What follows belongs to an exercise in optimizing a design on an open flow for small area, a short achievable clock period and few clock cycles per item; a production flow would make more cautious choices. Function was checked by simulation only, so behaviour that the tests miss may differ from the original.

Setup of juniper:
// fxcore
module fxcore (
    input  wire        clk,
    input  wire        rst,
    input  wire        req,
    input  wire        we,
    input  wire [4:0]  addr,
    input  wire [31:0] wdata,
    output reg  [31:0] rdata,
    output wire        ack
);
    localparam [5:0] OP_FROMINT = 6'h01, OP_FADD   = 6'h02, OP_FSUB   = 6'h03,
                     OP_FMUL    = 6'h04, OP_FDIV   = 6'h05, OP_FROUND = 6'h06,
                     OP_FFLOOR  = 6'h07, OP_FCEIL  = 6'h08, OP_FFRAC  = 6'h09,
                     OP_FCLAMP  = 6'h0A, OP_FLERP  = 6'h0B, OP_FCMP   = 6'h0C,
                     OP_FSQRT   = 6'h0D, OP_ISQRT  = 6'h0E,
                     OP_RINT    = 6'h18, OP_RRANGE = 6'h19, OP_RBOOL  = 6'h1A,
                     OP_RFIX    = 6'h1B,
                     OP_VADD2   = 6'h20, OP_VADD3  = 6'h21, OP_VSUB2  = 6'h22,
                     OP_VSUB3   = 6'h23, OP_VSCALE2 = 6'h24, OP_VSCALE3 = 6'h25,
                     OP_VDIVS2  = 6'h26, OP_VDIVS3 = 6'h27, OP_VNEG2  = 6'h28,
                     OP_VNEG3   = 6'h29, OP_VDOT2  = 6'h2A, OP_VDOT3  = 6'h2B,
                     OP_VCROSS3 = 6'h2C, OP_VEQ2   = 6'h2D, OP_VEQ3   = 6'h2E,
                     OP_VLENSQ2 = 6'h30, OP_VLENSQ3 = 6'h31, OP_VLEN2 = 6'h32,
                     OP_VLEN3   = 6'h33, OP_VNORM2 = 6'h34, OP_VNORM3 = 6'h35,
                     OP_VDIST2  = 6'h36, OP_VDIST3 = 6'h37;
    localparam [4:0] A_CMD = 5'd16, A_STATUS = 5'd17, A_ERRCMD = 5'd18, A_SEED = 5'd19;
    localparam        DSTG  = 2;                  
    localparam [3:0]  CW24  = 24 / (2 * DSTG) - 1;  
    localparam [3:0]  CW48  = 48 / (2 * DSTG) - 1;  
    localparam [31:0] RNG_A = 32'd1664525;
    localparam [31:0] RNG_C = 32'd1013904223;
    localparam [3:0] S_IDLE = 4'd0, S_ERR = 4'd1, S_EX = 4'd2, S_QSET = 4'd3,
                     S_DIV = 4'd4, S_DFIX = 4'd5, S_SQS = 4'd6, S_NFIX = 4'd7,
                     S_WB0 = 4'd8, S_WB1 = 4'd9, S_COPY = 4'd10;
    function [8:0] op_class;
        input [5:0] op;
        begin
            case (op)
                OP_FROMINT, OP_FROUND, OP_FFLOOR, OP_FCEIL, OP_FFRAC,
                OP_FSQRT, OP_ISQRT, OP_RINT:
                    op_class = {1'b1, 2'd1, 2'd1, 2'd0, 2'd0};
  ...
export LEC_CHECK = 0
export CAP_MARGIN = 20
export CORE_MARGIN = 2
export CORE_UTILIZATION = 40
export SETUP_SLACK_MARGIN = 4
export SLEW_MARGIN = 20
create_clock -name core_clock -period 14.0 [get_ports {clk}]
run.sh (not shown) runs the stock make flow with config.mk's settings and CLKGATE_MAP_FILE= SYNTH_SCRIPT=/design/flow/synth_recipe.tcl, a recipe that flattens the netlist after the stock synthesis.
Testbench counts of juniper, summed over its fixed seeds: cycles 40,509, cmds 3,200.
Here is what was changed in the inputs of quartz compared with juniper.
- swapping 4 for 5 in SETUP_SLACK_MARGIN
==> notes.md <==
Register-to-register slack in quartz vs juniper: up 970 ps
Comparing quartz and juniper, the lower global routing usage on met1 was measured on juniper.
Taking juniper as the reference point, the ratio of final minimum period to clock period of quartz falls by 6.9 points.
Comparing quartz and juniper, the lower total routing resource utilization after global routing is on juniper.
quartz against juniper: total routed wirelength saw an increase, final standard cell area without fillers saw an increase, delay contributed by the slowest stage of the critical path saw a decrease, relative max-transition margin saw an increase, number of clock buffer instances in the layout saw an increase.
[inputs] onyx vs quartz
- swapping 40 for 55 in CORE_UTILIZATION
--- outcome ---
[compare] base=quartz new=onyx: area growth from synthesis to final layout dropped 2.1 points, sequential cell area about even. Looking at core box area, onyx sits below quartz. [onyx] share of final-layout standard cells stronger than drive strength 1 fell 0.61 points relative to quartz. Share of final layout cell area taken by non-clock buffers was higher in quartz than in onyx. First-pass GRT wire length on onyx is ahead of quartz. In the flow results for onyx and quartz, the non-clock buffer count is smaller on onyx. onyx vs. quartz: number of buffers added by the clock tree synthesis step went down by about 1.8%.
#### Input delta (indigo over onyx)
- changing SLEW_MARGIN from 20 to 10
- changing CAP_MARGIN from 20 to 10
- changing CORE_UTILIZATION from 55 to 50
==> comparison <==
- Wire: indigo routes more than onyx
- Diff onyx -> indigo: detailed-placement wirelength estimate rose about 3.7%.
- Compare onyx and indigo | fraction of standard cell area in multi-input logic higher: onyx
- | cell total after placement | indigo vs onyx | 1.6% higher |
- In indigo the implementation ran to completion but is not tape-out ready, as the final checks report slew limit.

========
run A:
Starting RTL as in the previous note.
## fxcore
module fxcore (
    input  wire        clk,
    input  wire        rst,
    input  wire        req,
    input  wire        we,
    input  wire [4:0]  addr,
    input  wire [31:0] wdata,
    output reg  [31:0] rdata,
    output wire        ack
);
clock: 14.0 ns
lec_check: 0
cap_margin: 20
core_margin: 2
core_utilization: 45
setup_slack_margin: 5
slew_margin: 20
Testbench counts of run A, summed over its fixed seeds: cycles 40,509, cmds 3,200.
Changes in run B relative to run A:
--- a/flow/config.mk
+++ b/flow/config.mk
@@ -10 +10 @@
-export CORE_UTILIZATION = 45
+export CORE_UTILIZATION = 50
### Flow results
Run B: full flow OK, the timing, DRC and antenna checks passed
Run A: no failed stages, no open violations at the end
Wire: run B routes more than run A
Reported for run A and run B, number of buffers added on ports turned out identical to the last digit.
Clock latency on the worst-skew pair: run A vs run B — no meaningful difference
Edits applied to the flow inputs when going from run B to run C:
--- a/flow/config.mk
+++ b/flow/config.mk
@@ -10 +10 @@
-export CORE_UTILIZATION = 50
+export CORE_UTILIZATION = 60
- Run C: all stages done; final checks FAILED (max-capacitance violations, max-slew violations).
- Total inserted antenna cells grows by more than a quarter when moving from run B to run C.
- There was hardly any difference in clock insertion delay at the later pin of the skew report between run C and run B.
- Changes observed in run C relative to run B: number of clock buffers in the layout went down by about 7.5%; via count went up by 1665; global-route usage went up by 6.8 points.
- Between run B and run C, placeable core region decreased.
- Going from run B to run C, wire length shrank by a few percent.
- Against run B, run C reports a post-detailed-placement cell area that is lower.

==> static timing again, ports no longer ideal <==
The results above use ideal ports. As a check the final layouts listed here were re-extracted and re-timed, cells and wires unchanged. Step 1 (the two cells are an assumption about what drives the block):
set clk [get_ports {clk}]
set_driving_cell -lib_cell sky130_fd_sc_hd__clkbuf_16 $clk
set_driving_cell -lib_cell sky130_fd_sc_hd__buf_2 [delete_from_list [all_inputs] $clk]
Step 2 also shifts input and output timing later by t, the mid clock arrival at the registers, as if the neighbouring blocks saw the same clock. a / b / c = no drivers / after step 1 / after step 2; a / b = the first two.
run	shift t [ns]	setup slack, ns	hold slack, ns	worst setup path at the end	worst register clock-pin slew, ns
juniper	0.881	3.851 / 3.851 / 3.343	0.499 / 0.499 / 0.499	input to register	0.08 / 0.08
quartz	0.885	4.817 / 4.817 / 4.405	0.508 / 0.508 / 0.508	input to register	0.07 / 0.07
onyx	0.863	4.876 / 4.876 / 4.378	0.456 / 0.456 / 0.456	input to register	0.08 / 0.08
indigo	0.890	4.861 / 4.861 / 4.476	0.465 / 0.465 / 0.465	input to register	0.07 / 0.07
run A	0.891	4.966 / 4.966 / 4.444	0.469 / 0.469 / 0.469	input to register	0.07 / 0.07
run B	0.887	4.914 / 4.881 / 4.385	0.462 / 0.462 / 0.462	input to register	0.07 / 0.07
run C	0.873	4.785 / 4.785 / 4.324	0.469 / 0.469 / 0.469	input to register	0.08 / 0.08
For run B, which loses most, drivers alone change the setup slack by -0.033 ns; drivers and shift together by -0.529 ns.
